This is an optimization exercise on Yosys and OpenROAD, whose aim is small area, a short achievable clock period and few clock cycles per item, not a production implementation. The RTL was checked by simulation tests, not by an equivalence proof against the original design. Power and IR drop assume default switching activity.

**flow/constraint.sdc**
```tcl
create_clock -name core_clock -period 12.0 [get_ports {clk}]
set_input_delay 2.4000 -clock core_clock [delete_from_list [all_inputs] [get_ports {clk}]]
set_output_delay 2.4000 -clock core_clock [all_outputs]
set_load 0.01 [all_outputs]
```
**flow/config.mk**
```make
export PLATFORM = sky130hd
export DESIGN_NAME = sha512_core
export DESIGN_NICKNAME = sha512_core
export VERILOG_FILES = /design/flow/design.v
export SDC_FILE = /design/flow/constraint.sdc
export NUM_CORES = 4
export LEC_CHECK = 0
export CAP_MARGIN = 20
export CORE_MARGIN = 2
export CORE_UTILIZATION = 55
export CTS_CLUSTER_DIAMETER = 80
export CTS_CLUSTER_SIZE = 30
export SLEW_MARGIN = 20
export SYNTH_MEMORY_MAX_BITS = 16384
export SETUP_SLACK_MARGIN = 7
```
**flow/standard.sh**
```bash
#!/bin/bash
# synth_recipe.tcl (not shown) runs the flow's synth.tcl, then flattens the netlist and writes it again
# the make line also repeats each setting of config.mk as NAME=value (left out here)
make -C /OpenROAD-flow-scripts/flow DESIGN_CONFIG=/design/flow/config.mk WORK_HOME=/design/flow/orfs CLKGATE_MAP_FILE= SYNTH_SCRIPT=/design/flow/synth_recipe.tcl "${@:-finish}"
```
**flow/design.v**
```verilog
module sha512_core (
    input  wire         clk,
    input  wire         rst,           
    input  wire         word_valid,
    input  wire [63:0]  word,
    input  wire         first,
    output wire         word_ready,
    output reg          digest_valid,
    output wire [511:0] digest
);
    localparam [80*64-1:0] K_TABLE = {
        64'h6c44198c4a475817,
        64'h5fcb6fab3ad6faec,
        64'h597f299cfc657e2a,
        64'h4cc5d4becb3e42b6,   
        64'h431d67c49c100d4c,
        64'h3c9ebe0a15c9bebc,
        64'h32caab7b40c72493,
        64'h28db77f523047d84,   
        64'h1b710b35131c471b,
        64'h113f9804bef90dae,
        64'h0a637dc5a2c898a6,
        64'h06f067aa72176fba,   
        64'hf57d4f7fee6ed178,
        64'heada7dd6cde0eb1e,
        64'hd186b8c721c0c207,
        64'hca273eceea26619c,   
        64'hc67178f2e372532b,
        64'hbef9a3f7b2c67915,
        64'ha4506cebde82bde9,
        64'h90befffa23631e28,   
        64'h8cc702081a6439ec,
        64'h84c87814a1f0ab72,
        64'h78a5636f43172f60,
        64'h748f82ee5defb2fc,   
        64'h682e6ff3d6b2b8a3,
        64'h5b9cca4f7763e373,
        64'h4ed8aa4ae3418acb,
        64'h391c0cb3c5c95a63,   
        64'h34b0bcb5e19b48a8,
        64'h2748774cdf8eeb99,
        64'h1e376c085141ab53,
        64'h19a4c116b8d2d0c8,   
        64'h106aa07032bbd1b8,
        64'hf40e35855771202a,
        64'hd69906245565a910,
        64'hd192e819d6ef5218,   
        64'hc76c51a30654be30,
        64'hc24b8b70d0f89791,
        64'ha81a664bbc423001,
        64'ha2bfe8a14cf10364,   
        64'h92722c851482353b,
        64'h81c2c92e47edaee6,
        64'h766a0abb3c77b2a8,
        64'h650a73548baf63de,   
        64'h53380d139d95b3df,
        64'h4d2c6dfc5ac42aed,
        64'h2e1b21385c26c926,
        64'h27b70a8546d22ffc,   
        64'h142929670a0e6e70,
        64'h06ca6351e003826f,
        64'hd5a79147930aa725,
        64'hc6e00bf33da88fc2,   
        64'hbf597fc7beef0ee4,
        64'hb00327c898fb213f,
        64'ha831c66d2db43210,
        64'h983e5152ee66dfab,   
        64'h76f988da831153b5,
        64'h5cb0a9dcbd41fbd4,
        64'h4a7484aa6ea6e483,
        64'h2de92c6f592b0275,   
        64'h240ca1cc77ac9c65,
        64'h0fc19dc68b8cd5b5,
        64'hefbe4786384f25e3,
        64'he49b69c19ef14ad2,   
        64'hc19bf174cf692694,
        64'h9bdc06a725c71235,
        64'h80deb1fe3b1696b1,
        64'h72be5d74f27b896f,   
        64'h550c7dc3d5ffb4e2,
        64'h243185be4ee4b28c,
        64'h12835b0145706fbe,
        64'hd807aa98a3030242,   
        64'hab1c5ed5da6d8118,
        64'h923f82a4af194f9b,
        64'h59f111f1b605d019,
        64'h3956c25bf348b538,   
        64'he9b5dba58189dbbc,
        64'hb5c0fbcfec4d3b2f,
        64'h7137449123ef65cd,
        64'h428a2f98d728ae22   
    };
    localparam [8*64-1:0] H0_TABLE = {
        64'h5be0cd19137e2179,
        64'h1f83d9abfb41bd6b,
        64'h9b05688c2b3e6c1f,
        64'h510e527fade682d1,
        64'ha54ff53a5f1d36f1,
        64'h3c6ef372fe94f82b,
        64'hbb67ae8584caa73b,
        64'h6a09e667f3bcc908
    };
    function [63:0] kconst(input [6:0] t);
        kconst = K_TABLE[64*t +: 64];
    endfunction
    function [63:0] iv(input [2:0] i);
        iv = H0_TABLE[64*i +: 64];
    endfunction
    function [63:0] rotr(input [63:0] x, input integer n);
        rotr = (x >> n) | (x << (64 - n));
    endfunction
    function [63:0] csa_s(input [63:0] x, input [63:0] y, input [63:0] z);
        csa_s = x ^ y ^ z;
    endfunction
    function [63:0] csa_c(input [63:0] x, input [63:0] y, input [63:0] z);
        csa_c = ((x & y) | (x & z) | (y & z)) << 1;
    endfunction
    function [63:0] add_bk(input [63:0] x, input [63:0] y);
        reg [63:0] gg, pp;
        integer l, j;
        begin
            gg = x & y;
            pp = x ^ y;
            for (l = 0; l < 6; l = l + 1)
                for (j = (2 << l) - 1; j < 64; j = j + (2 << l)) begin
                    gg[j] = gg[j] | (pp[j] & gg[j - (1 << l)]);
                    pp[j] = pp[j] & pp[j - (1 << l)];
                end
            for (l = 4; l >= 0; l = l - 1)
                for (j = 3 * (1 << l) - 1; j < 64; j = j + (2 << l)) begin
                    gg[j] = gg[j] | (pp[j] & gg[j - (1 << l)]);
                    pp[j] = pp[j] & pp[j - (1 << l)];
                end
            add_bk = x ^ y ^ {gg[62:0], 1'b0};
        end
    endfunction
    reg         run;         
    reg  [6:0]  t;           
    reg  [4:0]  k;           
    reg         pend_iv;     
    reg         cur_iv;      
    reg         fin;         
    reg         load;        
    reg         sched;       
    reg         late;        
    reg         hupd;        
    reg  [3:0]  hs_h, hs_i;  
    reg         ib_v;
    reg  [63:0] ib_w;
    reg         ib_f;
    reg  [63:0] w [0:15];    
    reg  [63:0] hv [0:7];    
    reg  [63:0] a, b, c, d, e, f, g, h;
    reg  [63:0] kr;          
    reg  [63:0] p;           
    reg  [63:0] y;           
    reg  [14:0] wen;         
    reg  [6:0]  tk;          
    wire space  = late & ~k[4] & (~(k[3] & k[2] & k[1] & k[0]) | load);
    assign word_ready = ~ib_v | space;
    wire take   = ib_v & space;                  
    wire in_acc = word_valid & word_ready;
    wire [4:0] k_inc = k + {4'd0, take};
    wire start  = load & (k_inc == 5'd16);
    wire       run_n = rst ? 1'b0 : start ? 1'b1 : fin ? 1'b0 : run;
    wire [6:0] t_n   = rst ? 7'd80 : start ? 7'd0 : (run & ~fin) ? t + 7'd1 : t;
    wire       load_n = ~run_n | (t_n == 7'd80);
    wire       ib_v_n = ~rst & (in_acc | (ib_v & ~take));
    wire [4:0] k_n    = (rst | start) ? 5'd0 : k_inc;
    wire       late_n = ~run_n | (t_n >= 7'd64);
    wire       take_n = ib_v_n & late_n & ~k_n[4] & ((k_n != 5'd15) | load_n);
    wire       civ_n = rst ? 1'b0 : start ? pend_iv : fin ? 1'b0 : cur_iv;
    wire [63:0] big_sigma0 = rotr(a, 28) ^ rotr(a, 34) ^ rotr(a, 39);
    wire [63:0] big_sigma1 = rotr(e, 14) ^ rotr(e, 18) ^ rotr(e, 41);
    wire [63:0] ch         = (e & f) ^ (~e & g);
    wire [63:0] maj        = (a & b) ^ (a & c) ^ (b & c);
    wire [63:0] t1_s  = csa_s(big_sigma1, ch, p);
    wire [63:0] t1_c  = csa_c(big_sigma1, ch, p);
    wire [63:0] a1_s  = csa_s(t1_s, t1_c, big_sigma0);
    wire [63:0] a1_c  = csa_c(t1_s, t1_c, big_sigma0);
    wire [63:0] a2_s  = csa_s(a1_s, a1_c, maj);
    wire [63:0] a2_c  = csa_c(a1_s, a1_c, maj);
    wire [63:0] a_new = a2_s + a2_c;
    wire [63:0] e1_s  = csa_s(t1_s, t1_c, d);
    wire [63:0] e1_c  = csa_c(t1_s, t1_c, d);
    wire [63:0] e_new = e1_s + e1_c;
    wire [63:0] s0    = rotr(w[2], 1) ^ rotr(w[2], 8) ^ (w[2] >> 7);
    wire [63:0] s1    = rotr(w[14], 19) ^ rotr(w[14], 61) ^ (w[14] >> 6);
    wire [63:0] y_new = add_bk(csa_s(w[10], s0, w[1]), csa_c(w[10], s0, w[1]));
    wire [63:0] w_new = s1 + y;
    wire [63:0] ha_sel = ({64{hs_h[3]}} & hv[3]) | ({64{hs_h[2]}} & hv[2]) |
                         ({64{hs_h[1]}} & hv[1]) | ({64{hs_h[0]}} & hv[0]) |
                         ({64{hs_i[3]}} & iv(3)) | ({64{hs_i[2]}} & iv(2)) |
                         ({64{hs_i[1]}} & iv(1)) | ({64{hs_i[0]}} & iv(0));
    wire [63:0] he_sel = ({64{hs_h[3]}} & hv[7]) | ({64{hs_h[2]}} & hv[6]) |
                         ({64{hs_h[1]}} & hv[5]) | ({64{hs_h[0]}} & hv[4]) |
                         ({64{hs_i[3]}} & iv(7)) | ({64{hs_i[2]}} & iv(6)) |
                         ({64{hs_i[1]}} & iv(5)) | ({64{hs_i[0]}} & iv(4));
    wire [63:0] fa_out = add_bk(ha_sel, a & {64{run}});
    wire [63:0] fe_out = add_bk(he_sel, e & {64{run}});
    wire [63:0] ld [0:7];
    assign ld[0] = pend_iv ? iv(0) : fa_out;
    assign ld[1] = pend_iv ? iv(1) : hv[1];
    assign ld[2] = pend_iv ? iv(2) : hv[2];
    assign ld[3] = pend_iv ? iv(3) : hv[3];
    assign ld[4] = pend_iv ? iv(4) : fe_out;
    assign ld[5] = pend_iv ? iv(5) : hv[5];
    assign ld[6] = pend_iv ? iv(6) : hv[6];
    assign ld[7] = pend_iv ? iv(7) : hv[7];
    wire [63:0] hn    = load ? ld[7] : g;
    wire [63:0] p_new = hn + kr + w[1];
    genvar gi;
    generate
        for (gi = 0; gi < 8; gi = gi + 1) begin : g_dig
            assign digest[511 - 64*gi -: 64] = hv[gi];
        end
    endgenerate
    integer i;
    always @(posedge clk) begin
        if (load) begin
            a <= ld[0]; b <= ld[1]; c <= ld[2]; d <= ld[3];
            e <= ld[4]; f <= ld[5]; g <= ld[6]; h <= ld[7];
        end else begin
            a <= a_new; b <= a; c <= b; d <= c;
            e <= e_new; f <= e; g <= f; h <= g;
        end
        p <= p_new;
        y <= y_new;
        kr <= start ? kconst(7'd1) : load_n ? kconst(7'd0) : kconst(tk);
        tk <= t_n + 7'd2;
        for (i = 0; i < 15; i = i + 1)
            if (wen[i])
                w[i] <= w[i+1];
        for (i = 0; i < 15; i = i + 1)
            wen[i] <= take_n | (run_n & (i + k_n < 15));
        if (sched)
            w[15] <= w_new;
        else if (take)
            w[15] <= ib_w;
        if (hupd) begin
            if (hs_h[3] | hs_i[3]) begin hv[3] <= fa_out; hv[7] <= fe_out; end
            if (hs_h[2] | hs_i[2]) begin hv[2] <= fa_out; hv[6] <= fe_out; end
            if (hs_h[1] | hs_i[1]) begin hv[1] <= fa_out; hv[5] <= fe_out; end
            if (hs_h[0] | hs_i[0]) begin hv[0] <= fa_out; hv[4] <= fe_out; end
        end
        if (in_acc) begin
            ib_w <= word;
            ib_f <= first;
        end
        run    <= run_n;
        t      <= t_n;
        cur_iv <= civ_n;
        fin    <= run_n & (t_n == 7'd80);
        load   <= load_n;
        sched  <= run_n & (t_n < 7'd64);
        late   <= late_n;
        hupd   <= run_n & (t_n >= 7'd77);
        hs_h[3] <= run_n & (t_n == 7'd77) & ~civ_n;
        hs_h[2] <= run_n & (t_n == 7'd78) & ~civ_n;
        hs_h[1] <= run_n & (t_n == 7'd79) & ~civ_n;
        hs_h[0] <= ~(run_n & (t_n >= 7'd77) & (t_n <= 7'd79)) & ~civ_n;
        hs_i[3] <= run_n & (t_n == 7'd77) & civ_n;
        hs_i[2] <= run_n & (t_n == 7'd78) & civ_n;
        hs_i[1] <= run_n & (t_n == 7'd79) & civ_n;
        hs_i[0] <= ~(run_n & (t_n >= 7'd77) & (t_n <= 7'd79)) & civ_n;
        ib_v   <= ib_v_n;
        k      <= k_n;
        if (rst) begin
            pend_iv      <= 1'b1;
            digest_valid <= 1'b0;
        end else begin
            digest_valid <= fin;
            if (take & (k == 5'd0))
                pend_iv <= ib_f;
        end
    end
endmodule
```
**flow/flow/run.sh**
```bash
#!/bin/bash
set -u
cp config.mk config_my.mk.txt
grep -v '^export SETUP_SLACK_MARGIN' config_my.mk.txt > config.mk
echo 'export SETUP_SLACK_MARGIN = 7' >> config.mk
bash standard.sh > standard.log 2>&1
```
==> results of run 1 <==
==> placed cells by master (no fill, tap or decap), types with 90 or more instances in the layout <==
master and n:
nand4_1 90, a22o_1 127, a21o_1 255, buf_4 269
a21oi_1 536, clkbuf_16 117, clkdlybuf4s50_1 581, inv_1 812
o22a_1 194, a22oi_1 244, ha_1 430, dfxtp_1 606
xor2_1 236, nand2_1 495, fa_1 459, xnor2_1 516
and2_1 124, nand3_1 175, o21ai_0 362, nor2_1 365
edfxtp_1 1537
==> logic make-up (layout without fill, tap and decap cells) <==
| group | count (synthesis) | after routing | synth area share |
|---|---|---|---|
| mux | 135 | 135 | 0.0131 |
| xor+xnor | 863 | 863 | 0.0659 |
| other cells | 0 | 17 | 0 |
| compound gates | 2445 | 2445 | 0.146 |
| simple gates | 1588 | 1590 | 0.0656 |
| buf+inv | 1361 | 2026 | 0.0447 |
| flops | 2227 | 2227 | 0.523 |
| fa+ha+maj | 1024 | 1024 | 0.142 |
==> area by class of cell <==
cell class | count | area share
sequential | 2227 | 0.450
multi-input combinational | 6057 | 0.394
timing repair buffer | 953 | 0.0727
tap | 2788 | 0.0261
inverter | 851 | 0.0242
clock buffer | 146 | 0.0227
clock inverter | 74 | 0.00965
antenna | 17 | 0.000318
timing repair inverter | 2 | 0.000131
==> power groups by stage <==
stage	Clock [mW]	Sequential (mW)	Combinational, mW
3_5_place_dp	0	8.99	7.54
3_3_place_gp	0	8.99	7.53
2_1_floorplan	0	8.82	5.30
4_1_cts	4.99	8.82	8.23
5_1_grt	5.23	8.84	9.68
6_report	4.98	8.84	9.13
==> cell usage after synthesis (127+ instances only) <==
| cell type | number | area [µm²] |
|---|---|---|
| o22a_1 | 194 | 1700 |
| nand2_1 | 504 | 1890 |
| clkbuf_1 | 449 | 1690 |
| a22oi_1 | 254 | 1910 |
| and2_1 | 127 | 795 |
| xnor2_1 | 598 | 5240 |
| edfxtp_1 | 1537 | 46200 |
| ha_1 | 482 | 6030 |
| a22o_1 | 128 | 1120 |
| nor2_1 | 380 | 1430 |
| inv_1 | 844 | 3170 |
| dfxtp_1 | 690 | 13800 |
| xor2_1 | 265 | 2320 |
| nand3_1 | 185 | 926 |
| o21ai_0 | 400 | 2000 |
| fa_1 | 478 | 9570 |
| a21oi_1 | 575 | 2880 |
| a21o_1 | 257 | 1930 |
==> stage by stage <==
stage | instances | power [mW] | worst slack [ns]
floorplan | 9643 | 14.1 | 7.01
global placement | 12600 | 16.5 | 4.96
detailed placement | 12600 | 16.5 | 4.92
CTS | 13000 | 22.0 | 6.55
global route | 13100 | 23.7 | 6.32
finish | 13100 | 22.9 | 6.37
==> metal layers <==
layer	GRT usage	wire [µm]	vias up
li1	-	-	35700
met1	0.520	163000	42700
met2	0.687	213000	6162
met3	0.0884	46400	1691
met4	0.366	51500	22
met5	0	154	-
==> timing repair <==
action                     4_1_cts  5_1_grt
gates cloned                    17        1
setup buffers                  126      106
setup endpoints to repair      544      232
pin swaps                      121      160
resized for setup              430      323
==> worst max path at each step <==
stage | start | slack [ns] | endpoint | depth (start not counted)
after floorplan | e[19] | 7.01 | a[63] | 21
final | e[58] | 6.37 | a[55] | 19
after global placement | hs_h[1] | 4.96 | e[63] | 21
after global routing | e[58] | 6.32 | a[57] | 21
after CTS | e[42] | 6.55 | a[63] | 22
after detailed placement | hs_h[1] | 4.92 | e[63] | 21
==> reports/qor.csv, run 1 <==
stage,metric,value,unit
run_status,outcome,timing/DRC/antenna clean,
cells_and_area,Fill cells,15400,
grt,grt ovf,0,
critical_path,crit-path cells,xor2_1 -> xnor2_2 -> fa_1 -> inv_1 -> fa_1 -> fa_1 -> ha_2 -> a21oi_2 -> o31ai_1 -> a221o_1 -> a31o_4 -> o21ai_4 -> o21ai_4 -> a41oi_4 -> buf_4 -> buf_6 -> nor3_4 -> or3_1 -> a32o_1,
critical_path,Max stage delay on crit path,0.57,ns
pwr,Leak,51.5,nW
critical_path,Critical Path End Type,flip-flop,
synth,"Seq/Total Area, Yosys",0.523,
synth,"EDFF count, synth",1537,
critical_path,CP required,12.76,ns
die,Die ar.,0.212,mm²
grt,first-pass GRT wire length,647,mm
timing,Hold WS,0.415,ns
clock_network,Skew-Pair Late Insertion Delay,0.87,ns
synth,Yosys Warn Count,3,
clock_network,CTS tree,built,
pwr,P_int,14.2,mW
cells_and_area,multi-input logic area,0.0527,mm²
die,Std-Cell Core Area,0.207,mm²
clock_network,htree depth,3,
routing,mean routed wirelength per cell,36.1,µm
synth,cell count after synthesis,9643,
hold_path,Hold Startpoint,w[3][24],
critical_path,nature of the critical path startpoint,flip-flop,
critical_path,most frequent CP cell,fa_1,
timing,RSZ-0062 raised after global routing,yes,
placement,Placer Congestion,1.07,
grt,antenna violations before repair,29,
critical_path,flop2flop setup slack,6.37,ns
routing,drt first pass iters,7,
timing,final-report setup violation count,0,
timing,fin crit period,5.63,ns
routing,antenna-violating nets left,0,
cells_and_area,Final Util,0.646,
cells_and_area,Register Area,0.0602,mm²
critical_path,slowest CP cell,fa_1,
timing,setup TNS,0,ns
timing,Rel. slew slack,0.176,
grt,largest net degree at the start of global routing,135,
cells_and_area,layout cells sized above 1,0.116,
cells_and_area,# nets final,11200,
synth,Netlist cell types,104,
timing,final period utilization,0.469,
clock_network,clock sinks,2227,
routing,Residual DRC,0,
routing,Iteration-0 DRC Markers,12900,
hold_path,Min-Delay Endpoint,w[2][24],
synth,Synth Area per Inst,11.9,µm²
hold_path,Min-Delay Path Depth,0,
pwr,P_sw,8.74,mW
cells_and_area,number of flip-flops under the largest register name,960,
hold_path,min-delay worst type,flip-flop to flip-flop,
critical_path,worst r2r src,e[58],
cells_and_area,biggest regs,"w (960), hv (512)",
clock_network,Clock Path Buffers,3,
die,Initial Utilization,0.553,
placement,hpwl dp,347,mm
grt,gr usage total,0.438,
synth,"Async S/R FF share, synth",0,
die,Die X,460,µm
pwr,clock group share of total power,0.217,
routing,Total Routed Length,473,mm
timing,FMAX,0.178,GHz
die,Rows,167,
timing,Slew @ Worst Pin,1.22,ns
placement,Placement Cell Area,0.123,mm²
clock_network,Num CTS Buffers,115,
pwr,Comb power frac,0.398,
pwr,power per cell area,172,mW/mm²
cells_and_area,Top reg by flops,w,
job,max-cap viol count,0,
routing,vias,86200,
pwr,sequential share of power,0.385,
synth,Syn Std Cell Area,0.115,mm²
pwr,Switching Share,0.381,
critical_path,Max Fanout on Critical Path,6,
clock_network,"Hold-fix buffers, CTS",0,
critical_path,worst path bufs/invs,3,
grt,vias in the first global route,83600,
critical_path,reg2reg end,a[55],
synth,Post-Syn Nets,10700,
synth,top_reg_cell synth,edfxtp_1,
cells_and_area,synthesis-to-finish area growth,16.7,%
critical_path,WS Path Type,flip-flop to flip-flop,
critical_path,number of cells on the worst reg-to-reg path,19,
clock_network,Clock Pin Slew Worst Setup and Hold Paths,0.12,ns
clock_network,Clock Root Buffer,clkbuf_16,
die,Die H,460,µm
cells_and_area,finished layout cell area,0.134,mm²
routing,Via density,6.57,
critical_path,"CP delay by family, top",compound AO/OA/AOI/OAI gates,
die,# IOs,582,
synth,Synth Register Bits,2227,
timing,"Hold Vio Cnt, Final",0,
timing,fin. max-slew vios,0,
critical_path,Critical Path AT,6.40,ns
placement,number of buffers added on ports,581,
pwr,worst vdd ir,185,µV
timing,Worst Skew,0.0565,ns
Testbench counts, summed over its fixed seeds: cycles 15,696, blocks 192.
==> inputs of run 2 (changes only) <==
--- a/flow/design.v
+++ b/flow/design.v
@@ -147,5 +147,2 @@
     reg  [3:0]  hs_h, hs_i;  
-    reg         ib_v;
-    reg  [63:0] ib_w;
-    reg         ib_f;
     reg  [63:0] w [0:15];    
@@ -156,8 +153,7 @@
     reg  [63:0] y;           
-    reg  [14:0] wen;         
+    reg  [14:0] wrun;        
     reg  [6:0]  tk;          
     wire space  = late & ~k[4] & (~(k[3] & k[2] & k[1] & k[0]) | load);
-    assign word_ready = ~ib_v | space;
-    wire take   = ib_v & space;                  
-    wire in_acc = word_valid & word_ready;
+    assign word_ready = space;
+    wire take   = word_valid & space;            
     wire [4:0] k_inc = k + {4'd0, take};
@@ -167,6 +163,4 @@
     wire       load_n = ~run_n | (t_n == 7'd80);
-    wire       ib_v_n = ~rst & (in_acc | (ib_v & ~take));
     wire [4:0] k_n    = (rst | start) ? 5'd0 : k_inc;
     wire       late_n = ~run_n | (t_n >= 7'd64);
-    wire       take_n = ib_v_n & late_n & ~k_n[4] & ((k_n != 5'd15) | load_n);
     wire       civ_n = rst ? 1'b0 : start ? pend_iv : fin ? 1'b0 : cur_iv;
@@ -231,6 +225,6 @@
         for (i = 0; i < 15; i = i + 1)
-            if (wen[i])
+            if (take | wrun[i])
                 w[i] <= w[i+1];
         for (i = 0; i < 15; i = i + 1)
-            wen[i] <= take_n | (run_n & (i + k_n < 15));
+            wrun[i] <= run_n & (i + k_n < 15);
         if (sched)
@@ -238,3 +232,3 @@
         else if (take)
-            w[15] <= ib_w;
+            w[15] <= word;
         if (hupd) begin
@@ -244,6 +238,2 @@
             if (hs_h[0] | hs_i[0]) begin hv[0] <= fa_out; hv[4] <= fe_out; end
-        end
-        if (in_acc) begin
-            ib_w <= word;
-            ib_f <= first;
         end
@@ -265,3 +255,2 @@
         hs_i[0] <= ~(run_n & (t_n >= 7'd77) & (t_n <= 7'd79)) & civ_n;
-        ib_v   <= ib_v_n;
         k      <= k_n;
@@ -273,3 +262,3 @@
             if (take & (k == 5'd0))
-                pend_iv <= ib_f;
+                pend_iv <= first;
         end
--- a/flow/config.mk
+++ b/flow/config.mk
@@ -10,4 +10,2 @@
 export CORE_UTILIZATION = 55
-export CTS_CLUSTER_DIAMETER = 80
-export CTS_CLUSTER_SIZE = 30
 export SLEW_MARGIN = 20
==> run 2 against run 1 <==
Still clean; combinational power up 27%; die area down 1.3%; fmax up 6.0%; final cell count up 0.85%; sequential share of layout area down 1.9 points; clock power up 45%; via count up 1.4%; global-route usage up 0.99 points; design area up 1.1%; area after synthesis down 1.3%; first-iteration DRC count up 3.0%; clock skew up 0.030 ns; largest cell class unchanged; highest routed layer unchanged.
==> reports/qor.csv, run 2 <==
stage,metric,value,unit,change
timing,"Hold Vio Cnt, Final",0,,unchanged
timing,RSZ-0062 raised after global routing,yes,,
synth,"Async S/R FF share, synth",0,,unchanged
die,# IOs,582,,unchanged
clock_network,htree depth,4,,+1
placement,Placer Congestion,1.07,,+0.40%
clock_network,Clock Path Buffers,3,,unchanged
routing,Iteration-0 DRC Markers,13300,,+3.0%
pwr,Power Total,27.1,mW,+18%
clock_network,Clock Root Buffer,clkbuf_16,,
placement,hpwl dp,349,mm,+0.50%
cells_and_area,biggest regs,"w (960), hv (512)",,
synth,cell count after synthesis,9694,,+0.53%
critical_path,"CP delay by family, top",compound AO/OA/AOI/OAI gates,,
grt,grt ovf,0,,unchanged
critical_path,Critical Path AT,6.07,ns,-0.33 ns
placement,number of buffers added on ports,581,,unchanged
synth,top post-synthesis cells by area,"edfxtp_1 39%, dfxtp_1 12%, fa_1 8.5%",,
grt,antenna violations before repair,31,,+6.9%
critical_path,Max Fanout on Critical Path,6,,unchanged
synth,Post-Syn Nets,10700,,+0.43%
pwr,power per cell area,200,mW/mm²,+17%
clock_network,clock sinks,2161,,-3.0%
timing,FMAX,0.188,GHz,+6.0%
timing,Worst Skew,0.0867,ns,+0.0302 ns
synth,Netlist cell types,96,,-7.7%
synth,largest area contributor in the netlist,edfxtp_1,,
cells_and_area,number of flip-flops under the largest register name,960,,unchanged
timing,fin crit period,5.31,ns,-0.318 ns
critical_path,WS Path Type,flip-flop to flip-flop,,
timing,final-report setup violation count,0,,unchanged
critical_path,Max stage delay on crit path,0.57,ns,about the same
cells_and_area,Fill cells,14800,,-4.3%
grt,vias in the first global route,85900,,+2.8%
synth,post-synth top area share,0.391,,-0.0118
critical_path,crit-path cells,xor2_4 -> xnor2_4 -> fa_1 -> inv_2 -> fa_1 -> ha_4 -> and3_4 -> and3_4 -> or4_4 -> a221o_1 -> o31ai_4 -> o21ai_4 -> buf_6 -> a31oi_4 -> o21ai_4 -> a311oi_2 -> xor2_2 -> o21ai_1,,
cells_and_area,finished layout cell area,0.135,mm²,+1.1%
run_status,outcome,timing/DRC/antenna clean,,
placement,DP Cell Count,12500,,-0.63%
die,Die ar.,0.209,mm²,-1.3%
cells_and_area,synthesis-to-finish area growth,19.5,%,
die,Std-Cell Core Area,0.205,mm²,-1.2%
critical_path,CP required,12.76,ns,about the same
routing,Residual DRC,0,,unchanged
grt,first-pass GRT wire length,658,mm,+1.6%
synth,synth cell count leaders,"1472 x edfxtp_1, 817 x inv_1, 689 x dfxtp_1, 603 x a21oi_1, 578 x xnor2_1",,
synth,top_reg_cell synth,edfxtp_1,,
cells_and_area,most frequent cells in the layout,"1472 x edfxtp_1, 787 x inv_1, 614 x dfxtp_1",,
job,max-cap viol count,0,,unchanged
routing,Via density,6.61,,+0.52%
critical_path,flop2flop setup slack,6.69,ns,+0.32 ns
routing,vias,87400,,+1.4%
clock_network,Clock Pin Slew Worst Setup and Hold Paths,0.07,ns,-0.05 ns
placement,DP Worst Slack,4.84,ns,-0.0839 ns
critical_path,worst path bufs/invs,2,,-1
timing,fin. max-slew vios,0,,unchanged
routing,antenna-violating nets left,0,,unchanged
synth,Synth Register Bits,2161,,-3.0%
die,Die X,457,µm,-0.66%
timing,Rel. slew slack,0.192,,+0.0154
routing,Total Routed Length,480,mm,+1.4%
routing,drt first pass iters,9,,+2
timing,setup TNS,0,ns,unchanged
cells_and_area,# nets final,11300,,+0.95%
grt,largest net degree at the start of global routing,99,,-27%
cells_and_area,layout cells sized above 1,0.131,,+0.0145
cells_and_area,multi-input logic area,0.0534,mm²,+1.3%
critical_path,Critical Path End Type,flip-flop,,
synth,"EDFF count, synth",1472,,-4.2%
cells_and_area,Register Area,0.0582,mm²,-3.2%
cells_and_area,Top reg by flops,w,,
timing,final period utilization,0.443,,-0.0265
synth,"count leader, synth",edfxtp_1,,
cells_and_area,final std cells w/o fill,13200,,+0.85%
critical_path,nature of the critical path startpoint,flip-flop,,
cells_and_area,Final Util,0.661,,+0.0149
timing,final worst setup slack,6.69,ns,+0.318 ns
routing,mean routed wirelength per cell,36.3,µm,+0.51%
synth,Synth Area per Inst,11.7,µm²,-1.8%
synth,Syn Std Cell Area,0.113,mm²,-1.3%
die,Die H,457,µm,-0.66%
hold_path,min-delay worst type,flip-flop to flip-flop,,
die,Rows,166,,-0.60%
pwr,worst vdd ir,185,µV,+0.30%
timing,Hold WS,0.373,ns,-0.0421 ns
clock_network,Num CTS Buffers,218,,+90%
placement,Placement Cell Area,0.122,mm²,-1.3%
critical_path,slowest CP cell,fa_1,,
pwr,Leak,51.3,nW,-0.34%
grt,gr usage total,0.447,,+0.00989
synth,Yosys Warn Count,3,,unchanged
clock_network,CTS tree,built,,
clock_network,Skew-Pair Late Insertion Delay,0.92,ns,+0.05 ns
die,Initial Utilization,0.553,,-0.000723
timing,Slew @ Worst Pin,1.20,ns,-0.0228 ns
cells_and_area,"commonest non-fill, non-tap cell in the layout",edfxtp_1,,
synth,"Seq/Total Area, Yosys",0.513,,-0.0104
## run 2: kinds of logic after synthesis
logic type	share of synthesized area
AOI/OAI and AO/OA	0.152
xor gates and xnor gates	0.0668
adders and majority gates	0.143
buffers and inverters	0.0463
DFF	0.513
muxes	0.0120
and+or+nand+nor	0.0673
## run 2: path summary, 6_finish.rpt
path / startpoint / end / cells past startpoint
worst min register to register: w[5][44] / w[4][44] / 0
worst min-delay path: w[5][44] / w[4][44] / 0
worst max-delay path: e[56] / e[53] / 18
worst max register to register: e[56] / e[53] / 18
## run 2: where the power goes
group	internal (mW)	switching [mW]	total, mW
logic	4.89	6.70	11.6
clock network	4.03	3.19	7.22
registers	8.07	0.211	8.28
total	17.0	10.1	27.1
## run 2: per-layer routing
| layer | vias to the layer above | routed length (µm) | track usage |
|---|---|---|---|
| met5 | - | 189 | 0 |
| met2 | 6512 | 214000 | 0.689 |
| met3 | 1755 | 49900 | 0.105 |
| li1 | 36000 | - | - |
| met1 | 43100 | 163000 | 0.528 |
| met4 | 26 | 53500 | 0.388 |
## run 2: layout make-up
class | count | area share
Antenna cell | 22 | 0.000407
Clock inverter | 137 | 0.0120
Tap cell | 2688 | 0.0249
Multi-Input combinational cell | 6144 | 0.395
Inverter | 829 | 0.0233
Clock buffer | 281 | 0.0440
Sequential cell | 2161 | 0.431
Timing Repair Buffer | 964 | 0.0697
Timing Repair inverter | 1 | 0.0000648
## run 2: worst reg2reg max path, delay by kind of cell, from the launching register on
kind | cells | cell delay [ns]
AND/OR/NAND/NOR | 3 | 0.77
adder cells (fa/ha/maj) | 3 | 1.37
buffers and inverters | 2 | 0.21
XOR/XNOR | 3 | 0.69
flip-flops | 1 | 0.47
AO/OA/AOI/OAI | 7 | 1.67
## run 2: repair_timing
item | CTS | global route
pin swaps | 142 | 194
hold buffers | 0 | 0
buffers inserted | 155 | 76
resized for setup | 515 | 288
gates cloned | 6 | 2
endpoints found under the setup margin | 554 | 193
Testbench counts of run 2, summed over its fixed seeds: cycles 15,688, blocks 192.
==> inputs of run 3 (changes only) <==
--- a/flow/design.v
+++ b/flow/design.v
@@ -183,3 +183,3 @@
     wire [63:0] y_new = add_bk(csa_s(w[10], s0, w[1]), csa_c(w[10], s0, w[1]));
-    wire [63:0] w_new = s1 + y;
+    wire [63:0] w_new = add_bk(s1, y);
     wire [63:0] ha_sel = ({64{hs_h[3]}} & hv[3]) | ({64{hs_h[2]}} & hv[2]) |
@@ -204,3 +204,3 @@
     wire [63:0] hn    = load ? ld[7] : g;
-    wire [63:0] p_new = hn + kr + w[1];
+    wire [63:0] p_new = add_bk(csa_s(hn, kr, w[1]), csa_c(hn, kr, w[1]));
     genvar gi;
==> run 3 against run 2 <==
Count of clock-buffer cells in the layout decreased by 18; largest power group unchanged; sequential share of layout area increased by 0.31 points; via count decreased by 0.26%; first-iteration DRC count increased by 9.8%; clock skew increased by 0.018 ns; design area decreased by 0.71%; non-clock buffer count increased by 55; sequential power increased by 6.2%; power increased by 9.0%; critical path depth increased by 1; wire length increased by 6.8%.
==> reports/qor.csv, run 3 <==
stage,metric,value,unit,change
cells_and_area,Top reg by flops,w,,
pwr,clock group share of total power,0.248,,-0.018
grt,vias in the first global route,84900,,-1.2%
synth,top post-synthesis cells by area,"edfxtp_1 40%, dfxtp_1 12%, fa_1 9.7%",,
pwr,Switching Share,0.405,,+0.0324
clock_network,Skew-Pair Late Insertion Delay,0.94,ns,+0.02 ns
critical_path,flop2flop setup slack,6.64,ns,-0.04 ns
clock_network,htree depth,4,,unchanged
job,max-cap viol count,0,,unchanged
timing,RSZ-0062 raised after global routing,yes,,
clock_network,Clock Path Buffers,3,,unchanged
timing,Slew @ Worst Pin,1.25,ns,+0.0524 ns
die,Die ar.,0.205,mm²,-1.9%
grt,largest net degree at the start of global routing,168,,+70%
synth,"count leader, synth",edfxtp_1,,
routing,mean routed wirelength per cell,39.9,µm,+10%
routing,drt first pass iters,9,,unchanged
timing,fin. max-slew vios,0,,unchanged
critical_path,worst r2r src,w[2][9],,
placement,number of buffers added on ports,581,,unchanged
grt,grt ovf,0,,unchanged
routing,vias,87200,,-0.26%
hold_path,Min-Delay Endpoint,w[5][55],,
hold_path,Hold Startpoint,w[6][55],,
die,Std-Cell Core Area,0.200,mm²,-2.2%
critical_path,most frequent CP cell,xnor2_1,,
routing,antenna-violating nets left,0,,unchanged
routing,Via density,6.79,,+2.7%
clock_network,Num CTS Buffers,214,,-1.8%
pwr,Comb power frac,0.454,,+0.026
die,Rows,164,,-1.2%
cells_and_area,number of flip-flops under the largest register name,960,,unchanged
clock_network,clock sinks,2161,,unchanged
synth,Netlist cell types,91,,-5.2%
synth,largest area contributor in the netlist,edfxtp_1,,
clock_network,CTS tree,built,,
synth,Yosys Warn Count,3,,unchanged
pwr,P_int,17.6,mW,+3.4%
clock_network,Clock Root Buffer,clkbuf_16,,
cells_and_area,"commonest non-fill, non-tap cell in the layout",edfxtp_1,,
cells_and_area,finished layout cell area,0.134,mm²,-0.71%
timing,"Hold Vio Cnt, Final",0,,unchanged
cells_and_area,synthesis-to-finish area growth,21.0,%,
critical_path,nature of the critical path startpoint,flip-flop,,
synth,cell count after synthesis,9237,,-4.7%
cells_and_area,# nets final,11100,,-2.5%
clock_network,Clock Pin Slew Worst Setup and Hold Paths,0.07,ns,about the same
timing,fin crit period,5.36,ns,+0.0426 ns
critical_path,number of cells on the worst reg-to-reg path,19,,+1
cells_and_area,Fill cells,13900,,-5.8%
die,Initial Utilization,0.555,,+0.00179
run_status,outcome,timing/DRC/antenna clean,,
synth,"Seq/Total Area, Yosys",0.523,,+0.00989
cells_and_area,layout cells sized above 1,0.147,,+0.0163
pwr,Power Total,29.5,mW,+9.0%
pwr,worst vdd ir,245,µV,+32%
pwr,sequential share of power,0.298,,-0.008
die,Die H,453,µm,-0.94%
synth,"EDFF count, synth",1472,,unchanged
routing,Iteration-0 DRC Markers,14600,,+9.8%
synth,Synth Register Bits,2161,,unchanged
critical_path,crit-path cells,xor2_1 -> xnor2_1 -> fa_1 -> inv_1 -> ha_1 -> a211oi_1 -> o21bai_2 -> o2111ai_2 -> buf_4 -> nand4_1 -> nand2_4 -> o21ai_4 -> a2111oi_4 -> o31ai_4 -> nand3_1 -> nand2_1 -> fa_1 -> xnor2_1 -> xnor2_1,,
timing,Worst Skew,0.105,ns,+0.0179 ns
pwr,P_sw,12.0,mW,+19%
cells_and_area,biggest regs,"w (960), hv (512)",,
placement,hpwl dp,368,mm,+5.6%
synth,post-synth top area share,0.398,,+0.00754
synth,"Async S/R FF share, synth",0,,unchanged
critical_path,slowest CP cell,fa_1,,
critical_path,Critical Path AT,6.21,ns,+0.14 ns
pwr,Leak,52.9,nW,+3.0%
synth,Post-Syn Nets,10300,,-3.7%
placement,Placer Congestion,1.09,,+1.9%
timing,setup TNS,0,ns,unchanged
synth,Syn Std Cell Area,0.111,mm²,-1.9%
timing,final-report setup violation count,0,,unchanged
cells_and_area,most frequent cells in the layout,"1472 x edfxtp_1, 865 x inv_1, 619 x dfxtp_1",,
routing,Total Routed Length,513,mm,+6.8%
grt,first-pass GRT wire length,683,mm,+3.7%
timing,Rel. slew slack,0.165,,-0.0265
synth,top_reg_cell synth,edfxtp_1,,
hold_path,Min-Delay Path Depth,0,,unchanged
critical_path,Critical Path End Type,flip-flop,,
pwr,power per cell area,220,mW/mm²,+9.8%
routing,Residual DRC,0,,unchanged
critical_path,Max Fanout on Critical Path,4,,-2
critical_path,Max stage delay on crit path,0.59,ns,+0.02 ns
critical_path,reg2reg end,y[63],,
timing,FMAX,0.187,GHz,-0.80%
critical_path,WS Path Type,flip-flop to flip-flop,,
die,Die X,453,µm,-0.94%
grt,antenna violations before repair,47,,+52%
grt,gr usage total,0.484,,+0.0369
die,# IOs,582,,unchanged
critical_path,CP required,12.85,ns,+0.09 ns
synth,Synth Area per Inst,12.0,µm²,+3.0%
timing,final period utilization,0.446,,+0.00355
hold_path,min-delay worst type,flip-flop to flip-flop,,
synth,synth cell count leaders,"1472 x edfxtp_1, 890 x inv_1, 689 x dfxtp_1, 539 x fa_1, 529 x xnor2_1",,
placement,Placement Cell Area,0.120,mm²,-1.6%
## run 3: changes by cell type in the layout (fill, tap and decap cells not counted), sizes merged, moves of 22 or more
cell	previous run	this run
nor2b	64	23
a21o	301	198
o21ai	420	358
buf	379	421
a21oi	603	529
inv	839	904
nand2	489	455
nand3	190	168
xnor2	578	529
o211ai	50	26
fa	478	539
## run 3: metal layers
layer	track usage	wire length [µm]
met5	0.00326	352
met4	0.390	54900
met3	0.174	70300
met2	0.712	218000
met1	0.574	169000
## run 3: cell type report
type,instances,area (µm²),share of cell area
sequential,2161,58200,0.434
multi-input combinational,5680,51200,0.382
timing repair buffer,1019,10300,0.0769
clock buffer,263,5750,0.0429
inverter,898,3410,0.0254
tap,2656,3320,0.0248
clock inverter,146,1880,0.0140
antenna,19,47.5,0.000354
timing repair inverter,2,17.5,0.000131
## run 3: worst max path at each step
stage | startpoint | end | cells past startpoint | slack [ns]
after floorplan | word_valid | kr[23] | 17 | 6.69
after global placement | word_valid | hs_h[3] | 13 | 5.07
after detailed placement | word_valid | kr[36] | 17 | 5.02
after CTS | pend_iv | p[63] | 21 | 6.85
after global routing | w[2][2] | y[63] | 19 | 6.55
final | w[2][9] | y[63] | 19 | 6.64
## run 3: timing repair
| item | in CTS | in global routing |
|---|---|---|
| setup endpoints to repair | 596 | 226 |
| resized for setup | 543 | 335 |
| setup buffers | 155 | 116 |
| hold buffers | 0 | 0 |
| pin swaps | 114 | 158 |
| cloned | 18 | 7 |
## run 3: critical path: cells and delay by family (launching register included)
family                     cells  cell delay [ns]
DFF                            1             0.51
AOI/OAI and AO/OA              6             1.66
xor gates and xnor gates       4             0.88
buffers and inverters          2             0.28
and+or+nand+nor                4             0.63
adders and majority gates      3             1.30
## run 3: kinds of logic (layout without fill, tap and decap cells)
family / Yosys count / after routing / share of synthesized area
AO/OA/AOI/OAI: 2206 / 2206 / 0.136
flip-flops: 2161 / 2161 / 0.523
AND/OR/NAND/NOR: 1472 / 1476 / 0.0624
buffers and inverters: 1400 / 2328 / 0.0478
adder cells (fa/ha/maj): 1081 / 1081 / 0.157
XOR/XNOR: 804 / 804 / 0.0635
multiplexers: 113 / 113 / 0.0110
other: 0 / 19 / 0
## run 3: power by group through the flow
stage	sequential, mW	clock [mW]	combinational, mW
global route	8.78	7.55	14.1
CTS	8.75	7.26	11.8
floorplan	8.67	0	7.26
global placement	8.89	0	10.7
finish	8.79	7.32	13.4
detailed placement	8.90	0	10.8
## run 3: per-stage QoR
| stage | cells | hold slack [ns] | util | setup slack [ns] |
|---|---|---|---|---|
| 2_1_floorplan | 9237 | 0.400 | - | 6.69 |
| 5_1_grt | 12800 | 0.378 | 0.671 | 6.55 |
| 4_1_cts | 12700 | 0.371 | 0.657 | 6.85 |
| 3_5_place_dp | 12100 | 0.405 | 0.598 | 5.02 |
| 3_3_place_gp | 12100 | 0.400 | 0.598 | 5.07 |
| 6_report | 12800 | 0.372 | 0.671 | 6.64 |
Testbench counts of run 3, summed over its fixed seeds: cycles 15,688, blocks 192.
==> inputs of run 4 (changes only) <==
--- a/flow/config.mk
+++ b/flow/config.mk
@@ -10,2 +10,4 @@
 export CORE_UTILIZATION = 55
+export CTS_CLUSTER_DIAMETER = 80
+export CTS_CLUSTER_SIZE = 20
 export SLEW_MARGIN = 20
==> run 4 against run 3 <==
Area after synthesis unchanged; clock power decreased by 29%; sequential power hardly changed; via count fell by 0.87%; global-route usage is 0.88 points lower; count of clock-buffer cells in the layout fell by 48.
==> reports/qor.csv, run 4 <==
stage,metric,value,unit,change
run_status,outcome,timing/DRC/antenna clean,,
die,Die ar.,0.205,mm²,unchanged
synth,top_reg_cell synth,edfxtp_1,,
placement,number of buffers added on ports,581,,unchanged
cells_and_area,finished layout cell area,0.131,mm²,-2.1%
routing,Total Routed Length,502,mm,-2.0%
synth,Yosys Warn Count,3,,unchanged
die,Std-Cell Core Area,0.200,mm²,unchanged
die,Die H,453,µm,unchanged
clock_network,Skew-Pair Late Insertion Delay,0.88,ns,-0.06 ns
clock_network,CTS tree,built,,
placement,DP Cell Count,12100,,unchanged
synth,top post-synthesis cells by area,"edfxtp_1 40%, dfxtp_1 12%, fa_1 9.7%",,
timing,Slew @ Worst Pin,1.22,ns,-0.0367 ns
cells_and_area,"commonest non-fill, non-tap cell in the layout",edfxtp_1,,
grt,gr usage total,0.476,,-0.00878
cells_and_area,Top reg by flops,w,,
timing,FMAX,0.188,GHz,+0.61%
clock_network,"Hold-fix buffers, CTS",0,,unchanged
grt,vias in the first global route,83000,,-2.2%
timing,Worst Skew,0.0721,ns,-0.0324 ns
cells_and_area,Final Util,0.657,,-0.0139
synth,post-synth top area share,0.398,,unchanged
clock_network,Clock Root Buffer,clkbuf_16,,
timing,fin crit period,5.32,ns,-0.0326 ns
placement,Placer Congestion,1.09,,unchanged
synth,Post-Syn Nets,10300,,unchanged
clock_network,Clock Pin Slew Worst Setup and Hold Paths,0.08,ns,about the same
critical_path,Critical Path AT,5.93,ns,-0.28 ns
synth,"count leader, synth",edfxtp_1,,
grt,first-pass GRT wire length,670,mm,-1.9%
cells_and_area,# nets final,11000,,-0.47%
placement,Placement Cell Area,0.120,mm²,unchanged
synth,"Async S/R FF share, synth",0,,unchanged
routing,Iteration-0 DRC Markers,14600,,+0.15%
critical_path,Max Fanout on Critical Path,17,,+13
pwr,P_int,15.9,mW,-9.2%
critical_path,Critical Path End Type,flip-flop,,
timing,fin. max-slew vios,0,,unchanged
clock_network,htree depth,4,,unchanged
routing,Residual DRC,0,,unchanged
grt,antenna violations before repair,43,,-8.5%
pwr,Leak,51.5,nW,-2.6%
die,# IOs,582,,unchanged
pwr,clock group share of total power,0.189,,-0.059
hold_path,min-delay worst type,flip-flop to flip-flop,,
synth,largest area contributor in the netlist,edfxtp_1,,
routing,mean routed wirelength per cell,39.5,µm,-1.1%
die,Die X,453,µm,unchanged
timing,setup TNS,0,ns,unchanged
synth,Synth Register Bits,2161,,unchanged
routing,Via density,6.79,,about the same
timing,Rel. slew slack,0.190,,+0.0245
timing,final-report setup violation count,0,,unchanged
timing,"Hold Vio Cnt, Final",0,,unchanged
clock_network,clock sinks,2161,,unchanged
routing,antenna-violating nets left,0,,unchanged
job,max-cap viol count,0,,unchanged
pwr,Comb power frac,0.491,,+0.037
clock_network,Clock Path Buffers,3,,unchanged
grt,largest net degree at the start of global routing,168,,unchanged
synth,Netlist cell types,91,,unchanged
die,Rows,164,,unchanged
cells_and_area,final std cells w/o fill,12700,,-0.93%
routing,vias,86400,,-0.87%
synth,synth cell count leaders,"1472 x edfxtp_1, 890 x inv_1, 689 x dfxtp_1, 539 x fa_1, 529 x xnor2_1",,
cells_and_area,most frequent cells in the layout,"1472 x edfxtp_1, 859 x inv_1, 618 x dfxtp_1",,
grt,grt ovf,0,,unchanged
cells_and_area,layout cells sized above 1,0.136,,-0.0113
timing,RSZ-0062 raised after global routing,yes,,
pwr,worst vdd ir,255,µV,+3.9%
pwr,power per cell area,209,mW/mm²,-5.1%
pwr,Switching Share,0.419,,+0.0141
pwr,P_sw,11.5,mW,-3.8%
critical_path,nature of the critical path startpoint,flip-flop,,
synth,"Seq/Total Area, Yosys",0.523,,unchanged
placement,hpwl dp,368,mm,unchanged
synth,"EDFF count, synth",1472,,unchanged
clock_network,Num CTS Buffers,139,,-35%
synth,Synth Area per Inst,12.0,µm²,unchanged
critical_path,WS Path Type,flip-flop to flip-flop,,
die,Initial Utilization,0.555,,unchanged
cells_and_area,synthesis-to-finish area growth,18.5,%,
timing,final period utilization,0.444,,-0.00272
cells_and_area,biggest regs,"w (960), hv (512)",,
critical_path,CP required,12.60,ns,-0.25 ns
synth,cell count after synthesis,9237,,unchanged
pwr,sequential share of power,0.319,,+0.021
routing,drt first pass iters,12,,+3
cells_and_area,number of flip-flops under the largest register name,960,,unchanged
synth,Syn Std Cell Area,0.111,mm²,unchanged
[run 4: cell families (layout without fill, tap and decap cells)]
logic type	after synthesis	in the layout	share of synthesized area
AOI/OAI and AO/OA	2206	2206	0.136
DFF	2161	2161	0.523
and+or+nand+nor	1472	1476	0.0624
buffers and inverters	1400	2202	0.0478
adders and majority gates	1081	1081	0.157
xor gates and xnor gates	804	804	0.0635
muxes	113	113	0.0110
other	0	26	0
[run 4: timing repair]
item	4_1_cts	5_1_grt
setup endpoints to repair	589	262
hold endpoints to repair	0	0
resized for setup	533	379
pin swaps	116	225
setup buffers	137	158
cloned	16	8
[run 4: stage by stage]
step           hold WS [ns]  power [mW]  worst slack, ns
2_1_floorplan         0.400        15.9             6.69
4_1_cts               0.403        25.8             6.80
5_1_grt               0.411        28.3             6.69
3_3_place_gp          0.400        19.6             5.07
6_report              0.399        27.4             6.68
3_5_place_dp          0.405        19.7             5.02
[run 4: worst max-delay path: stages, from the launching register on]
cell and delay, ns:
dfxtp_2 0.33, buf_6 0.26, nor2_4 0.37, buf_6 0.32
nand4_1 0.19, ha_1 0.27, a21o_1 0.19, a21oi_1 0.15
nor2b_1 0.08, a311o_2 0.43, a21oi_4 0.27, o41a_1 0.33
inv_2 0.09, a21oi_4 0.24, o21ai_4 0.12, a221o_1 0.42
a31oi_4 0.26, fa_2 0.25, xor2_2 0.17, xor2_2 0.11
buf_4 0.16
[run 4: routing by layer]
layer	wire [µm]	share of wire	GRT usage
met1	167000	0.33	0.573
met2	213000	0.42	0.697
met3	67800	0.14	0.157
met4	54000	0.11	0.385
met5	295	0.00059	0.00560
[run 4: worst paths after layout]
kind | endpoint | cells past startpoint | from | slack [ns]
min reg2reg | w[3][51] | 0 | w[4][51] | 0.40
max | hv[0][63] | 20 | hs_i[0] | 6.68
max reg2reg | hv[0][63] | 20 | hs_i[0] | 6.68
min | w[3][51] | 0 | w[4][51] | 0.40
[run 4: area by class of cell]
type                    instances  area, µm²
clock buffers                 215       3790
clock inverters                45        766
well taps                    2656       3320
repair buffers               1042      10300
fillers                     14400      68600
flip-flops and latches       2161      58200
repair inverters                2       17.5
multi-input cells            5680      51500
inverters                     898       3430
diodes                         26       65.1
[run 4: power groups by stage]
stage | clock network (mW) | logic (mW) | registers, mW
5_1_grt | 5.41 | 14.1 | 8.77
3_5_place_dp | 0 | 10.8 | 8.90
3_3_place_gp | 0 | 10.7 | 8.89
4_1_cts | 5.15 | 11.9 | 8.74
2_1_floorplan | 0 | 7.26 | 8.67
6_report | 5.20 | 13.5 | 8.77
==> inputs of run 5 (changes only) <==
==> flow/run.sh (new file) <==
#!/bin/bash
# synth_recipe.tcl (not shown) runs the flow's synth.tcl, then flattens the netlist and writes it again
# the make line also repeats each setting of config.mk as NAME=value (left out here)
make -C /OpenROAD-flow-scripts/flow DESIGN_CONFIG=/design/flow/config.mk WORK_HOME=/design/flow/orfs CLKGATE_MAP_FILE= SYNTH_SCRIPT=/design/flow/synth_recipe.tcl finish
--- a/flow/config.mk
+++ b/flow/config.mk
@@ -10,6 +10,4 @@
 export CORE_UTILIZATION = 55
-export CTS_CLUSTER_DIAMETER = 80
-export CTS_CLUSTER_SIZE = 20
+export SETUP_SLACK_MARGIN = 5
 export SLEW_MARGIN = 20
 export SYNTH_MEMORY_MAX_BITS = 16384
-export SETUP_SLACK_MARGIN = 7
removed: flow/flow/run.sh
removed: flow/standard.sh
==> run 5 against run 4 <==
Synthesized cell count did not move; fmax decreased by 23%; global-route usage is 2.5 points lower; count of clock-buffer cells in the layout grew 47; utilization fell by 2.2 points; wire length fell by 6.5%.
==> reports/qor.csv, run 5 <==
stage,metric,value,unit,change
run_status,outcome,timing/DRC/antenna clean,,
cells_and_area,Top reg by flops,w,,
pwr,Comb power frac,0.414,,-0.077
grt,antenna violations before repair,42,,-2.3%
critical_path,CP required,12.78,ns,+0.18 ns
synth,top_reg_cell synth,edfxtp_1,,
pwr,Leak,50.3,nW,-2.4%
critical_path,"CP delay by family, top",compound AO/OA/AOI/OAI gates,,
timing,FMAX,0.144,GHz,-23%
hold_path,Min-Delay Path Depth,0,,unchanged
critical_path,Stages on worst setup path,22,,+10%
clock_network,Skew-Pair Late Insertion Delay,0.93,ns,+0.05 ns
die,Initial Utilization,0.555,,unchanged
cells_and_area,biggest regs,"w (960), hv (512)",,
die,Die X,453,µm,unchanged
die,Die H,453,µm,unchanged
routing,mean routed wirelength per cell,37.4,µm,-5.2%
die,Rows,164,,unchanged
timing,Rel. slew slack,0.143,,-0.0466
die,Die ar.,0.205,mm²,unchanged
die,Std-Cell Core Area,0.200,mm²,unchanged
pwr,P_int,16.4,mW,+3.2%
pwr,power per cell area,215,mW/mm²,+2.8%
critical_path,number of cells on the worst reg-to-reg path,22,,+10%
timing,fin. max-slew vios,0,,unchanged
synth,largest area contributor in the netlist,edfxtp_1,,
grt,grt ovf,0,,unchanged
cells_and_area,Final Util,0.635,,-0.0218
timing,final period utilization,0.579,,+0.136
pwr,Switching Share,0.397,,-0.0219
clock_network,htree depth,4,,unchanged
routing,Via density,6.66,,-2.0%
synth,synth cell count leaders,"1472 x edfxtp_1, 890 x inv_1, 689 x dfxtp_1, 539 x fa_1, 529 x xnor2_1",,
grt,gr usage total,0.451,,-0.0247
timing,Slew @ Worst Pin,1.28,ns,+0.0608 ns
routing,drt first pass iters,9,,-3
placement,hpwl dp,360,mm,-2.2%
pwr,sequential share of power,0.323,,+0.004
synth,Synth Area per Inst,12.0,µm²,unchanged
grt,first-pass GRT wire length,641,mm,-4.2%
routing,antenna-violating nets left,0,,unchanged
placement,Placer Congestion,1.07,,-1.9%
synth,"Seq/Total Area, Yosys",0.523,,unchanged
grt,largest net degree at the start of global routing,133,,-21%
cells_and_area,# nets final,10800,,-2.3%
synth,Post-Syn Nets,10300,,unchanged
timing,fin crit period,6.95,ns,+1.63 ns
pwr,P_sw,10.8,mW,-5.8%
clock_network,clock sinks,2161,,unchanged
clock_network,Clock Root Buffer,clkbuf_16,,
cells_and_area,layout cells sized above 1,0.0650,,-0.0706
hold_path,min-delay worst type,flip-flop to flip-flop,,
timing,setup TNS,0,ns,unchanged
synth,"Async S/R FF share, synth",0,,unchanged
cells_and_area,synthesis-to-finish area growth,14.5,%,
critical_path,Critical Path AT,7.74,ns,+1.81 ns
synth,Synth Register Bits,2161,,unchanged
timing,final-report setup violation count,0,,unchanged
critical_path,slowest CP cell,fa_1,,
pwr,clock group share of total power,0.263,,+0.074
critical_path,Max Fanout on Critical Path,15,,-2
routing,Residual DRC,0,,unchanged
timing,Worst Skew,0.0972,ns,+0.0251 ns
synth,cell count after synthesis,9237,,unchanged
pwr,Power Total,27.3,mW,-0.57%
timing,Hold WS,0.389,ns,-0.0100 ns
pwr,worst vdd ir,168,µV,-34%
critical_path,Max stage delay on crit path,0.64,ns,+0.21 ns
cells_and_area,number of flip-flops under the largest register name,960,,unchanged
critical_path,nature of the critical path startpoint,flip-flop,,
synth,Netlist cell types,91,,unchanged
timing,"Hold Vio Cnt, Final",0,,unchanged
grt,vias in the first global route,81300,,-2.0%
cells_and_area,most frequent cells in the layout,"1472 x edfxtp_1, 887 x inv_1, 675 x dfxtp_1",,
critical_path,WS Path Type,flip-flop to flip-flop,,
routing,Total Routed Length,469,mm,-6.5%
routing,Iteration-0 DRC Markers,13300,,-9.2%
clock_network,Clock Path Buffers,3,,unchanged
placement,number of buffers added on ports,581,,unchanged
critical_path,Critical Path End Type,flip-flop,,
timing,RSZ-0062 raised after global routing,yes,,
synth,Yosys Warn Count,3,,unchanged
critical_path,crit-path cells,buf_4 -> nor3_2 -> buf_8 -> nand3_1 -> ha_1 -> fa_1 -> a211o_1 -> a21oi_1 -> a22oi_1 -> a311o_1 -> a21oi_2 -> o41a_1 -> inv_1 -> a21oi_2 -> o21ai_1 -> a221o_1 -> a31oi_1 -> fa_1 -> xor2_1 -> xor2_1 -> nand2_1 -> o21ai_0,,
synth,post-synth top area share,0.398,,unchanged
synth,top post-synthesis cells by area,"edfxtp_1 40%, dfxtp_1 12%, fa_1 9.7%",,
clock_network,Num CTS Buffers,215,,+55%
critical_path,worst path bufs/invs,3,,-1
synth,Syn Std Cell Area,0.111,mm²,unchanged
clock_network,"Hold-fix buffers, CTS",0,,unchanged
routing,vias,83500,,-3.4%
die,# IOs,582,,unchanged
clock_network,CTS tree,built,,
clock_network,Clock Pin Slew Worst Setup and Hold Paths,0.06,ns,-0.02 ns
synth,"EDFF count, synth",1472,,unchanged
cells_and_area,"commonest non-fill, non-tap cell in the layout",edfxtp_1,,
synth,"count leader, synth",edfxtp_1,,
job,max-cap viol count,0,,unchanged
[run 5: cell counts after synthesis]
No cell type changed its count.
[run 5: layer usage]
layer | vias to the layer above | routed length, µm | global-route usage
met5 | - | 131 | 0
met1 | 41300 | 165000 | 0.566
met4 | 20 | 44600 | 0.338
met3 | 1664 | 56000 | 0.115
li1 | 33800 | - | -
met2 | 6780 | 204000 | 0.674
[run 5: worst register-to-register path, stage by stage (launching register included)]
cell	delay [ns]
dfxtp_2	0.31
buf_4	0.32
nor3_2	0.31
buf_8	0.38
nand3_1	0.16
ha_1	0.24
fa_1	0.64
a211o_1	0.35
a21oi_1	0.24
a22oi_1	0.21
a311o_1	0.46
a21oi_2	0.37
o41a_1	0.43
inv_1	0.20
a21oi_2	0.33
o21ai_1	0.30
a221o_1	0.42
a31oi_1	0.26
fa_1	0.23
xor2_1	0.19
xor2_1	0.38
nand2_1	0.09
o21ai_0	0.08
[run 5: power groups by stage]
stage               Combinational (mW)  Clock, mW  Sequential, mW
finish                            11.3       7.18            8.80
global placement                  10.6          0            8.91
floorplan                         7.26          0            8.66
CTS                               10.9       7.17            8.77
global route                      12.0       7.45            8.80
detailed placement                10.8          0            8.92
[run 5: stage by stage]
stage	setup WS (ns)	instances	cell area, µm²
CTS	5.03	12500	127000
global route	4.91	12500	127000
floorplan	6.34	9237	111000
detailed placement	4.28	12100	119000
global placement	4.43	12100	119000
finish	5.05	12500	127000
[run 5: logic make-up (layout without fill, tap and decap cells)]
group                    after synthesis  after routing  share of synthesized area
AO/OA/AOI/OAI                       2206           2206                      0.136
flip-flops                          2161           2161                      0.523
AND/OR/NAND/NOR                     1472           1472                     0.0624
buffers and inverters               1400           2022                     0.0478
adder cells (fa/ha/maj)             1081           1081                      0.157
XOR/XNOR                             804            804                     0.0635
multiplexers                         113            113                     0.0110
other                                  0             27                          0
[run 5: final timing paths]
path,end,from,slack (ns)
setup / recovery,a[63],hs_i[3],5.05
hold / removal,w[5][54],w[6][54],0.39
setup reg to reg,a[63],hs_i[3],5.05
hold reg to reg,w[5][54],w[6][54],0.39
[run 5: layout make-up]
type / count / area (µm²)
Antenna cell: 27 / 67.6
Fill cell: 14800 / 73000
Multi-Input combinational cell: 5676 / 47800
Sequential cell: 2161 / 58000
Clock inverter: 148 / 1880
Clock buffer: 262 / 5650
Tap cell: 2656 / 3320
Inverter: 898 / 3380
Timing Repair Buffer: 714 / 6890
[run 5: timing repair]
action | CTS | global route
gates resized for setup | 2 | 7
setup endpoints to repair | 8 | 29
pin swaps | 0 | 1
setup buffers | 0 | 2
hold endpoints to repair | 0 | 0
cloned | 0 | 0
==> inputs of run 6 (changes only) <==
--- a/flow/config.mk
+++ b/flow/config.mk
@@ -10,2 +10,4 @@
 export CORE_UTILIZATION = 55
+export CTS_CLUSTER_DIAMETER = 80
+export CTS_CLUSTER_SIZE = 20
 export SETUP_SLACK_MARGIN = 5
==> run 6 against run 5 <==
Largest power group unchanged; sequential cell count unchanged; design area down 2.2%; clock power down 27%; critical path type unchanged; area after synthesis unchanged; synthesized cell count unchanged; die area unchanged; highest routed layer unchanged; setup slack better by 0.018 ns; critical endpoint unchanged; via count down 1.0%; global-route usage down 0.37 points; hold slack worse by 0.0094 ns.
==> reports/qor.csv, run 6 <==
stage,metric,value,unit,change
critical_path,reg2reg end,a[63],,
cells_and_area,most frequent cells in the layout,"1472 x edfxtp_1, 887 x inv_1, 675 x dfxtp_1",,
placement,number of buffers added on ports,581,,unchanged
routing,met2 WL post-DR,203,mm,-0.34%
routing,M1 wire length,163,mm,-0.74%
timing,FMAX,0.144,GHz,+0.26%
hold_path,min-delay worst type,flip-flop to flip-flop,,
pwr,power per cell area,204,mW/mm²,-5.2%
routing,mean routed wirelength per cell,37.5,µm,+0.16%
clock_network,Skew-Pair Late Insertion Delay,0.90,ns,-0.03 ns
critical_path,Critical Path AT,7.73,ns,about the same
synth,top_reg_cell synth,edfxtp_1,,
timing,Rel. slew slack,0.184,,+0.0406
cells_and_area,# nets final,10700,,-0.69%
hold_path,Hold Startpoint,w[6][9],,
synth,Syn Std Cell Area,0.111,mm²,unchanged
timing,final period utilization,0.578,,-0.00150
critical_path,CP required,12.79,ns,about the same
die,Die X,453,µm,unchanged
job,max-cap viol count,0,,unchanged
synth,Synth Register Bits,2161,,unchanged
synth,Netlist cell types,91,,unchanged
critical_path,nature of the critical path startpoint,flip-flop,,
cells_and_area,Top reg by flops,w,,
critical_path,Critical Path End Type,flip-flop,,
die,Std-Cell Core Area,0.200,mm²,unchanged
synth,largest area contributor in the netlist,edfxtp_1,,
synth,post-synthesis adder-cell area fraction,0.157,,unchanged
timing,fin. max-slew vios,0,,unchanged
synth,"count leader, synth",edfxtp_1,,
die,Die H,453,µm,unchanged
synth,Post-Syn Nets,10300,,unchanged
clock_network,Clock Pin Slew Worst Setup and Hold Paths,0.09,ns,+0.03 ns
cells_and_area,biggest regs,"w (960), hv (512)",,
placement,Placer Congestion,1.07,,unchanged
timing,"Hold Vio Cnt, Final",0,,unchanged
die,Initial Utilization,0.555,,unchanged
timing,final worst setup slack,5.06,ns,+0.0179 ns
timing,setup TNS,0,ns,unchanged
routing,vias,82600,,-1.0%
grt,vias in the first global route,79900,,-1.8%
routing,drt first pass iters,10,,+1
clock_network,Clock Path Buffers,3,,unchanged
clock_network,htree depth,4,,unchanged
synth,"Seq/Total Area, Yosys",0.523,,unchanged
pwr,Leak,48.9,nW,-2.8%
timing,final-report setup violation count,0,,unchanged
synth,compound-gate portion of the synthesized area,0.136,,unchanged
die,# IOs,582,,unchanged
routing,Iteration-0 DRC Markers,13600,,+2.1%
timing,Worst Skew,0.0809,ns,-0.0163 ns
synth,"EDFF count, synth",1472,,unchanged
routing,Via density,6.67,,+0.25%
routing,uppermost layer routed,met5,,
routing,antenna-violating nets left,0,,unchanged
timing,fin crit period,6.94,ns,-0.0179 ns
grt,gr usage total,0.447,,-0.00369
synth,Synth Area per Inst,12.0,µm²,unchanged
critical_path,flop2flop setup slack,5.06,ns,+0.02 ns
timing,RSZ-0062 raised after global routing,yes,,
timing,Slew @ Worst Pin,1.22,ns,-0.0517 ns
cells_and_area,"commonest non-fill, non-tap cell in the layout",edfxtp_1,,
hold_path,Min-Delay Path Depth,0,,unchanged
synth,largest family of logic cells by synthesized area,adder cells,,
grt,first-pass GRT wire length,635,mm,-0.98%
synth,synth cell count leaders,"1472 x edfxtp_1, 890 x inv_1, 689 x dfxtp_1, 539 x fa_1, 529 x xnor2_1",,
routing,Total Routed Length,464,mm,-1.1%
synth,Yosys Warn Count,3,,unchanged
synth,top post-synthesis cells by area,"edfxtp_1 40%, dfxtp_1 12%, fa_1 9.7%",,
hold_path,Min-Delay Endpoint,w[5][9],,
synth,post-synth top area share,0.398,,unchanged
placement,hpwl dp,360,mm,unchanged
grt,largest net degree at the start of global routing,133,,unchanged
critical_path,number of cells on the worst reg-to-reg path,22,,unchanged
cells_and_area,layout cells sized above 1,0.0498,,-0.0152
grt,grt ovf,0,,unchanged
clock_network,Clock Root Buffer,clkbuf_16,,
routing,Residual DRC,0,,unchanged
run_status,outcome,timing/DRC/antenna clean,,
clock_network,clock sinks,2161,,unchanged
synth,"Async S/R FF share, synth",0,,unchanged
grt,antenna violations before repair,34,,-19%
cells_and_area,number of flip-flops under the largest register name,960,,unchanged
cells_and_area,synthesis-to-finish area growth,12.0,%,
synth,Post-Synth XOR/XNOR Area,0.0635,,unchanged
placement,DP Worst Slack,4.28,ns,unchanged
die,Die ar.,0.205,mm²,unchanged
clock_network,Num CTS Buffers,142,,-34%
synth,mux cell area share after synthesis,0.0110,,unchanged
die,Rows,164,,unchanged
synth,cell count after synthesis,9237,,unchanged
critical_path,WS Path Type,flip-flop to flip-flop,,
pwr,worst vdd ir,179,µV,+6.5%
critical_path,worst r2r src,hs_i[3],,
clock_network,CTS tree,built,,
critical_path,Max Fanout on Critical Path,16,,+1
routing,DR WL met3,54.5,mm,-2.7%
synth,simple-gate share of the synthesized area,0.0624,,unchanged
run 6: area by class of cell:
type	instances	area, µm²
Fill cell	15200	75800
Sequential cell	2161	58000
Multi-Input combinational cell	5676	47800
Timing Repair Buffer	713	6880
Clock buffer	211	3860
Inverter	898	3380
Tap cell	2656	3320
Clock inverter	51	880
Antenna cell	19	47.5
run 6: logic make-up (layout without fill, tap and decap cells):
kind of cell,after synthesis,after routing
xor+xnor,804,804
fa+ha+maj,1081,1081
mux,113,113
simple gates,1472,1472
other cells,0,19
buf+inv,1400,1873
compound gates,2206,2206
flops,2161,2161
run 6: worst max path at each step:
stage	startpoint	endpoint	cells past startpoint
floorplan	load	p[63]	24
global placement	word_valid	kr[36]	16
detailed placement	word_valid	kr[36]	16
CTS	hs_i[3]	a[62]	22
global route	pend_iv	p[63]	20
finish	hs_i[3]	a[63]	22
run 6: critical path, stage by stage, from the launching register on:
cell and delay, ns:
dfxtp_2 0.32, buf_4 0.31, nor3_2 0.30, buf_8 0.38, nand3_1 0.14, ha_1 0.24
fa_1 0.62, a211o_1 0.34, a21oi_1 0.22, a22oi_1 0.20, a311o_1 0.45, a21oi_2 0.38
o41a_1 0.42, inv_1 0.19, a21oi_2 0.36, o21ai_1 0.30, a221o_1 0.42, a31oi_1 0.26
fa_1 0.23, xor2_1 0.19, xor2_1 0.37, nand2_1 0.09, o21ai_0 0.09
run 6: report_power, final:
group | total, mW | internal (mW) | leakage, nW | switching (mW)
clock | 5.24 | 2.41 | 2.23 | 2.83
combinational | 11.3 | 4.05 | 27.0 | 7.22
sequential | 8.79 | 8.37 | 19.7 | 0.420
total | 25.3 | 14.8 | 48.9 | 10.5
run 6: layer usage:
metal,up-vias,GRT usage
li1,33500,-
met1,41000,0.565
met2,6561,0.673
met3,1588,0.107
met4,20,0.328
met5,-,0
run 6: stage by stage:
step / hold WS [ns] / std cells / util / total power [mW] / cell area (µm²)
CTS: 0.388 / 12400 / 0.621 / 24.9 / 124000
detailed placement: 0.405 / 12100 / 0.597 / 19.7 / 119000
global placement: 0.400 / 12100 / 0.597 / 19.6 / 119000
finish: 0.380 / 12400 / 0.621 / 25.3 / 124000
global route: 0.389 / 12400 / 0.621 / 26.3 / 124000
floorplan: 0.400 / 9237 / - / 15.9 / 111000
run 6: what timing repair did:
| action | CTS | global route |
|---|---|---|
| setup buffers | 0 | 1 |
| pin swaps | 0 | 0 |
| gates resized for setup | 2 | 6 |
| hold buffers | 0 | 0 |
| setup endpoints to repair | 8 | 28 |

Check on run 6: ideal ports give 5.065 ns setup slack; a clkbuf_16 on the clock port and buf_2 on the inputs give 5.065 ns; moving port delays by the midpoint clock arrival (0.970 ns) as well gives 4.509 ns.
